Source: an optimization exercise on an open RTL-to-GDS flow (aim: small area, a short achievable clock period and few clock cycles). Production flows keep margins and buffers that such runs may drop. Where RTL was checked, it was by simulation tests only, not by an equivalence proof against the original. Power is estimated from default activity; no workload was simulated.

==> flow/design.v <==
module hostlink_framer (
    input  wire       clk,
    input  wire       rst,         
    input  wire       in_valid,
    input  wire [7:0] in_data,
    output wire       in_ready,
    output reg        out_valid,
    output reg  [7:0] out_data,
    output reg        out_first,
    output reg        out_last
);
    wire [7:0] mem0 [0:127];
    wire [7:0] mem1 [0:127];
    reg        rst_r;
    always @(posedge clk)
        rst_r <= rst;
    reg        rdy;
    reg        s0v;                
    reg  [7:0] s0d;
    reg  [9:0] tail;               
    reg  [7:0] R;                  
    reg  [9:0] tl1, tl2;           
    assign in_ready = rdy;
    wire       acc = in_valid & rdy;
    wire [7:0] wq  = R ^ s0d;      
    reg  [3:0] Ta;
    reg  [7:0] Tb, Tc;
    always @(posedge clk)
        s0d <= in_data;
    genvar g;
    generate
        for (g = 0; g < 256; g = g + 1) begin : slot
            reg [7:0] q;
            always @(posedge clk)
                if (s0v & Ta[g % 4] & Tb[(g / 4) % 8] & Tc[g / 32])
                    q <= wq;
            if (g % 2 == 0) begin : b0
                assign mem0[g / 2] = q;
            end else begin : b1
                assign mem1[g / 2] = q;
            end
        end
    endgenerate
    reg  [3:0] A0a, A1a;
    reg  [3:0] A0b, A1b;
    reg  [7:0] A0c, A1c;
    reg  [7:0] D0, D1;
    reg  [7:0] r0, r1;
    integer k;
    always @(*) begin
        r0 = 8'd0;
        r1 = 8'd0;
        for (k = 0; k < 128; k = k + 1) begin
            r0 = r0 | (mem0[k] & {8{A0a[k % 4] & A0b[(k / 4) % 4] & A0c[k / 16]}});
            r1 = r1 | (mem1[k] & {8{A1a[k % 4] & A1b[(k / 4) % 4] & A1c[k / 16]}});
        end
    end
    always @(posedge clk) begin
        D0 <= r0;
        D1 <= r1;
    end
    reg        pv;                 
    reg  [9:0] pa2;                
    reg  [7:0] pL;                 
    reg  [7:0] pfb;                
    reg  [7:0] pq1;                
    localparam T_NONE = 2'd0, T_FB = 2'd1, T_L = 2'd2, T_MEM = 2'd3;
    reg  [1:0] ist;                
    reg  [9:0] oi;                 
    reg  [7:0] ocnt;               
    reg  [7:0] cfb, cL, cq1;       
    reg  [1:0] mty, ety;           
    reg        mlast, elast;
    reg        mbank, ebank;
    reg  [7:0] oprev;
    wire       omem  = (ist == 2'd2);        
    wire       otake = pv & (ist == 2'd0);
    reg  [9:0] p;                  
    reg  [7:0] B;                  
    reg  [7:0] q0, q1, q2, q3;     
    reg  [2:0] nq;                 
    reg  [1:0] fin;                
    reg  [9:0] nf;                 
    reg  [9:0] er;                 
    reg        ev;
    reg  [9:0] ef;                 
    reg        endf;               
    reg        vwait;              
    reg        mcf, mce, mcb;      
    reg        dcf, dce, dcb;      
    reg        bres, beq;          
    reg  [9:0] oldr;               
    wire [7:0] cdat = dcb ? D1 : D0;
    wire       cres = dce | bres;
    wire       ceq  = dce ? (cdat == B) : beq;
    wire       cok  = cres & ceq;            
    wire       cbad = cres & ~ceq;           
    wire       hfree = ~pv | otake;
    wire       cacc = (cok | vwait) & hfree;  
    wire       efv  = (nq >= 3'd3);
    wire [9:0] er1   = er + 10'd1;
    wire [9:0] er2   = er + 10'd2;
    wire [9:0] edist = tail - er;
    wire [9:0] fdist = tail - nf;
    wire [9:0] xdist = tail - ef;
    wire       ewr   = (edist != 10'd0) & ~edist[9];
    wire       eis   = (er == tl1);          
    wire       vwr   = (edist != 10'd0) & (edist != 10'd1) & ~edist[9];
    wire       vis   = (er == tl2);          
    wire       fwr   = (fdist != 10'd0) & ~fdist[9];
    wire       fis   = (nf == tl1);
    wire       xwr   = (xdist != 10'd0) & ~xdist[9];
    wire       xis   = (ef == tl1);
    wire       ebok  = ~(omem & (oi[0] == er[0]));
    wire       vbok  = ~(omem & (oi[0] != er[0]));
    wire       fbok  = ~(omem & (oi[0] == nf[0]));
    wire       xbok  = ~(omem & (oi[0] == ef[0]));
    wire [2:0] qf    = {1'b0, fin} + nq;
    wire       busy  = cres | vwait;
    wire       bx    = cbad & efv & xis;
    wire       iss_x = cbad & efv & ~xis & xwr & xbok;
    wire       bv    = cacc & vis;
    wire       iss_v = cacc & ~vis & vwr & vbok;
    wire       be    = ev & ~endf & ~busy & eis;
    wire       iss_e = ev & ~endf & ~busy & ~eis & ewr & ebok;
    wire       bf    = ~busy & (fin == 2'd0) & (nq < 3'd4) & fis;
    wire       pend_e = ev & ~endf & ~eis;
    wire       iss_f = ~busy & ~pend_e & ~bf & (qf < 3'd4) & fwr & fbok;
    wire       c_iss = iss_x | iss_v | iss_e | iss_f;
    wire [9:0] cidx  = busy ? (cbad ? ef : er1) : (pend_e ? er : nf);
    wire       fa   = dcf | bf;
    wire [7:0] fdat = dcf ? cdat : R;
    wire [7:0] n0 = (fa & (nq == 3'd0)) ? fdat : q0;
    wire [7:0] n1 = (fa & (nq == 3'd1)) ? fdat : q1;
    wire [7:0] n2 = (fa & (nq == 3'd2)) ? fdat : q2;
    wire [7:0] n3 = (fa & (nq == 3'd3)) ? fdat : q3;
    wire [2:0] nq1 = nq + 3'd1;
    wire [2:0] nqa = fa ? nq1 : nq;          
    wire [1:0] finp = fin + 2'd1;
    wire [1:0] finm = fin - 2'd1;
    wire [1:0] fin_n = (iss_f & ~dcf) ? finp : (~iss_f & dcf) ? finm : fin;
    wire [7:0] s1 = (dcf & (nq == 3'd2)) ? fdat : q2;    
    wire [7:0] s2 = (dcf & (nq == 3'd3)) ? fdat : q3;
    wire [7:0] s3 = fdat;
    wire [2:0] nqs = nq - 3'd1 + {2'd0, dcf};
    wire [9:0] erq_n = p + 10'd2 + {2'd0, q0 ^ fdat};
    wire [9:0] erq_s = p + 10'd3 + {2'd0, q1 ^ fdat};    
    wire [9:0] ef_n2 = p + 10'd3 + {2'd0, q1 ^ fdat};
    wire [9:0] ef_n3 = p + 10'd3 + {2'd0, q1 ^ q2};
    wire [9:0] ef_n  = (nq == 3'd2) ? ef_n2 : ef_n3;
    wire [9:0] ef_s3 = p + 10'd4 + {2'd0, q2 ^ fdat};
    wire [9:0] ef_s4 = p + 10'd4 + {2'd0, q2 ^ q3};
    wire [9:0] ef_s  = (nq == 3'd3) ? ef_s3 : ef_s4;
    wire       set_x  = cbad & efv;                        
    wire       set_s  = cbad & ~efv & dcf & (nq == 3'd2);  
    wire       set_n  = ~busy & ~ev & fa & (nq == 3'd1);   
    wire [9:0] er_n   = ({10{set_x}} & ef) | ({10{set_s}} & erq_s) |
                        ({10{set_n}} & erq_n);
    wire [9:0] ef_nx  = cbad ? ef_s : ef_n;
    wire [9:0] p1    = p + 10'd1;
    wire [9:0] p_n   = ({10{cacc}} & er1) | ({10{cbad}} & p1) |
                       ({10{~cacc & ~cbad}} & p);
    wire [9:0] nf1   = nf + 10'd1;
    wire       nfi   = iss_f | bf;
    wire       vgo   = bv | iss_v;
    wire [9:0] nf_n  = ({10{cacc & vgo}} & er2) | ({10{cacc & ~vgo}} & er1) |
                       ({10{~cacc & nfi}} & nf1) | ({10{~cacc & ~nfi}} & nf);
    wire [9:0] c_old = (qf >= 3'd2) ? p + 10'd2 : (qf == 3'd1) ? p1 : p;
    wire [9:0] oldest = (ist != 2'd0) ? oi : pv ? pa2 : c_old;
    wire [9:0] used   = tail + {9'd0, s0v} - oldr;
    wire [6:0] a0n = (omem & ~oi[0]) ? oi[7:1] : cidx[7:1];
    wire [6:0] a1n = (omem &  oi[0]) ? oi[7:1] : cidx[7:1];
    always @(posedge clk) begin
        A0a <= 4'd1 << a0n[1:0];
        A0b <= 4'd1 << a0n[3:2];
        A0c <= 8'd1 << a0n[6:4];
        A1a <= 4'd1 << a1n[1:0];
        A1b <= 4'd1 << a1n[3:2];
        A1c <= 8'd1 << a1n[6:4];
    end
    always @(posedge clk) begin
        if (rst_r) begin
            rdy       <= 1'b0;
            s0v       <= 1'b0;
            tail      <= 10'd0;
            Ta        <= 4'd1;
            Tb        <= 8'd1;
            Tc        <= 8'd1;
            tl1       <= 10'h3ff;
            tl2       <= 10'h3fe;
            R         <= 8'd0;
            oldr      <= 10'd0;
            pv        <= 1'b0;
            ist       <= 2'd0;
            mty       <= T_NONE;
            ety       <= T_NONE;
            p         <= 10'd0;
            B         <= 8'd0;
            nq        <= 3'd0;
            fin       <= 2'd0;
            nf        <= 10'd0;
            ev        <= 1'b0;
            endf      <= 1'b0;
            vwait     <= 1'b0;
            mcf       <= 1'b0;
            mce       <= 1'b0;
            dcf       <= 1'b0;
            dce       <= 1'b0;
            bres      <= 1'b0;
            out_valid <= 1'b0;
            out_first <= 1'b0;
            out_last  <= 1'b0;
        end else begin
            s0v <= acc;
            if (s0v) begin
                R    <= wq;
                tail <= tail + 10'd1;
                Ta   <= {Ta[2:0], Ta[3]};
                if (Ta[3])
                    Tb <= {Tb[6:0], Tb[7]};
                if (Ta[3] & Tb[7])
                    Tc <= {Tc[6:0], Tc[7]};
                tl1  <= tl1 + 10'd1;
                tl2  <= tl2 + 10'd1;
            end
            oldr <= oldest;
            rdy  <= acc ? (used < 10'd255) : (used < 10'd256);
            mty   <= T_NONE;
            mlast <= 1'b0;
            mbank <= oi[0];
            if (otake) begin
                mty  <= T_FB;
                cfb  <= pfb;
                cL   <= pL;
                cq1  <= pq1;
                oi   <= pa2;
                ocnt <= pL;
                ist  <= 2'd1;
                pv   <= 1'b0;
            end else if (ist == 2'd1) begin
                mty <= T_L;
                ist <= 2'd2;
            end else if (ist == 2'd2) begin
                mty   <= T_MEM;
                mlast <= (ocnt == 8'd0);
                oi    <= oi + 10'd1;
                ocnt  <= ocnt - 8'd1;
                if (ocnt == 8'd0)
                    ist <= 2'd0;
            end
            ety   <= mty;
            elast <= mlast;
            ebank <= mbank;
            out_valid <= (ety != T_NONE);
            out_first <= (ety == T_FB);
            out_last  <= (ety == T_MEM) & elast;
            case (ety)
                T_FB:  out_data <= cfb;
                T_L:   begin out_data <= cL; oprev <= cq1; end
                T_MEM: begin
                    out_data <= (ebank ? D1 : D0) ^ oprev;
                    oprev    <= ebank ? D1 : D0;
                end
                default: ;
            endcase
            if (rst) begin
                rdy       <= 1'b0;
                out_valid <= 1'b0;
            end
            mcf  <= iss_f | iss_v;
            mce  <= iss_e | iss_x;
            mcb  <= cidx[0];
            dcf  <= mcf & ~cacc;
            dce  <= mce;
            dcb  <= mcb;
            bres <= bx | be;
            if (bx)
                beq <= (R == q0);
            else if (be)
                beq <= (R == B);
            p  <= p_n;
            nf <= nf_n;
            ef <= ef_nx;
            if (set_x | set_s | set_n)
                er <= er_n;
            if (cacc) begin
                pv    <= 1'b1;
                pa2   <= p + 10'd2;
                pL    <= q0 ^ q1;
                pfb   <= q0 ^ B;
                pq1   <= q1;
                ev    <= 1'b0;
                endf  <= 1'b0;
                vwait <= 1'b0;
                q0    <= R;
                nq    <= {2'd0, bv};
                fin   <= {1'b0, iss_v};
            end else if (cbad) begin
                B    <= q0;
                q0   <= q1;
                q1   <= s1;
                q2   <= s2;
                q3   <= s3;
                nq   <= nqs;
                ev   <= set_x | set_s;
                endf <= bx | iss_x;
                fin  <= dcf ? finm : fin;
            end else begin
                if (cok)
                    vwait <= 1'b1;
                q0 <= n0;
                q1 <= n1;
                q2 <= n2;
                q3 <= n3;
                nq <= nqa;
                if (set_n)
                    ev <= 1'b1;
                if (iss_e | be)
                    endf <= 1'b1;
                fin <= fin_n;
            end
        end
    end
endmodule
clock: 10.0 ns
lec_check: 0
cap_margin: 20
core_margin: 2
core_utilization: 40
slew_margin: 30
standard.sh (not shown) runs the stock make flow with config.mk's settings and CLKGATE_MAP_FILE= SYNTH_SCRIPT=/design/flow/synth_recipe.tcl, a recipe that flattens the netlist after the stock synthesis.
==> flow/flow/run.sh <==
#!/bin/bash
# Own flow: the standard layout (standard.sh, the unchanged ORFS flow
# with the standard flow's config.mk and SDC), with timing repair asked to keep a larger
# setup margin, so the resizer works towards a shorter clock period than the
# 10 ns constraint. The constraint, clock period and everything else are
# the standard flow's own. Each tool's full output goes to flow_make.log here; ORFS's
# per-step logs stay under orfs/logs.
set -euo pipefail
MARGIN=$(cat flow/margin.txt)
bash standard.sh SETUP_SLACK_MARGIN="$MARGIN" finish > flow_make.log 2>&1
test -f out/final.def
==> flow/flow/margin.txt <==
6.6
The baseline produced a clean layout.
==> next run, changes <==
--- a/flow/design.v
+++ b/flow/design.v
@@ -9,8 +9,8 @@
     output reg        out_first,
     output reg        out_last
 );
-    wire [7:0] mem0 [0:127];
-    wire [7:0] mem1 [0:127];
+    reg [7:0] mem0 [0:127];        
+    reg [7:0] mem1 [0:127];        
     reg        rst_r;
     always @(posedge clk)
         rst_r <= rst;
@@ -23,27 +23,14 @@
     assign in_ready = rdy;
     wire       acc = in_valid & rdy;
     wire [7:0] wq  = R ^ s0d;      
-    reg  [3:0] Ta;
-    reg  [7:0] Tb, Tc;
-    always @(posedge clk)
+    always @(posedge clk) begin
         s0d <= in_data;
-    genvar g;
-    generate
-        for (g = 0; g < 256; g = g + 1) begin : slot
-            reg [7:0] q;
-            always @(posedge clk)
-                if (s0v & Ta[g % 4] & Tb[(g / 4) % 8] & Tc[g / 32])
-                    q <= wq;
-            if (g % 2 == 0) begin : b0
-                assign mem0[g / 2] = q;
-            end else begin : b1
-                assign mem1[g / 2] = q;
-            end
+        if (s0v) begin
+            if (tail[0]) mem1[tail[7:1]] <= wq;
+            else         mem0[tail[7:1]] <= wq;
         end
-    endgenerate
-    reg  [3:0] A0a, A1a;
-    reg  [3:0] A0b, A1b;
-    reg  [7:0] A0c, A1c;
+    end
+    reg  [6:0] A0, A1;
     reg  [7:0] D0, D1;
     reg  [7:0] r0, r1;
     integer k;
@@ -51,8 +38,8 @@
         r0 = 8'd0;
         r1 = 8'd0;
         for (k = 0; k < 128; k = k + 1) begin
-            r0 = r0 | (mem0[k] & {8{A0a[k % 4] & A0b[(k / 4) % 4] & A0c[k / 16]}});
-            r1 = r1 | (mem1[k] & {8{A1a[k % 4] & A1b[(k / 4) % 4] & A1c[k / 16]}});
+            r0 = r0 | (mem0[k] & {8{A0 == k}});
+            r1 = r1 | (mem1[k] & {8{A1 == k}});
         end
     end
     always @(posedge clk) begin
@@ -168,24 +155,15 @@
     wire [9:0] c_old = (qf >= 3'd2) ? p + 10'd2 : (qf == 3'd1) ? p1 : p;
     wire [9:0] oldest = (ist != 2'd0) ? oi : pv ? pa2 : c_old;
     wire [9:0] used   = tail + {9'd0, s0v} - oldr;
-    wire [6:0] a0n = (omem & ~oi[0]) ? oi[7:1] : cidx[7:1];
-    wire [6:0] a1n = (omem &  oi[0]) ? oi[7:1] : cidx[7:1];
     always @(posedge clk) begin
-        A0a <= 4'd1 << a0n[1:0];
-        A0b <= 4'd1 << a0n[3:2];
-        A0c <= 8'd1 << a0n[6:4];
-        A1a <= 4'd1 << a1n[1:0];
-        A1b <= 4'd1 << a1n[3:2];
-        A1c <= 8'd1 << a1n[6:4];
+        A0 <= (omem & ~oi[0]) ? oi[7:1] : cidx[7:1];
+        A1 <= (omem &  oi[0]) ? oi[7:1] : cidx[7:1];
     end
     always @(posedge clk) begin
         if (rst_r) begin
             rdy       <= 1'b0;
             s0v       <= 1'b0;
             tail      <= 10'd0;
-            Ta        <= 4'd1;
-            Tb        <= 8'd1;
-            Tc        <= 8'd1;
             tl1       <= 10'h3ff;
             tl2       <= 10'h3fe;
             R         <= 8'd0;
@@ -215,11 +193,6 @@
             if (s0v) begin
                 R    <= wq;
                 tail <= tail + 10'd1;
-                Ta   <= {Ta[2:0], Ta[3]};
-                if (Ta[3])
-                    Tb <= {Tb[6:0], Tb[7]};
-                if (Ta[3] & Tb[7])
-                    Tc <= {Tc[6:0], Tc[7]};
                 tl1  <= tl1 + 10'd1;
                 tl2  <= tl2 + 10'd1;
             end
Outcome: Hold slack degrades by 0.045 ns; setup slack gets better by 0.28 ns; die area fell by a few percent; flip-flop and latch count shrinks by 38; register-to-register slack gains 0.28 ns; total power increases slightly; design area grows slightly; sequential share of layout area came out lower by 1.8 points; non-clock buffer count came out higher by 266; area after synthesis drops by a few percent; global-route usage rises by 5.4 points; wire length went up by roughly a tenth.
Testbench counts after the change, summed over its fixed seeds: cycles 174,672.
Only the layout flow was run in the first run of this note; the RTL was not checked for function there.

## port drivers added, routing unchanged
The flow's constraints put no driver on any port. The routed layouts listed below were extracted and timed again, unchanged, in two steps. Step 1: set_driving_cell puts a clkbuf_16 on clk and a buf_2 on each other input, an assumption about the parent block. Step 2 also shifts input and output timing later by t, the mid clock arrival at the registers, as if the neighbouring blocks saw the same clock. a / b / c = ideal ports / drivers / drivers and shift; a / b = the first two.
| run | shift t [ns] | setup WS [ns] | hold slack, ns | clock arrival spread, ns | worst slew at a driven data input, ns |
|---|---|---|---|---|---|
| the first run | 1.006 | 6.137 / 6.137 / 6.137 | 0.421 / 0.421 / 0.421 | 0.082 / 0.081 | 0.10 |
| the second run | 1.024 | 6.414 / 6.414 / 6.414 | 0.376 / 0.376 / 0.376 | 0.071 / 0.070 | 0.07 |
After both steps setup and hold are still met in every run listed.
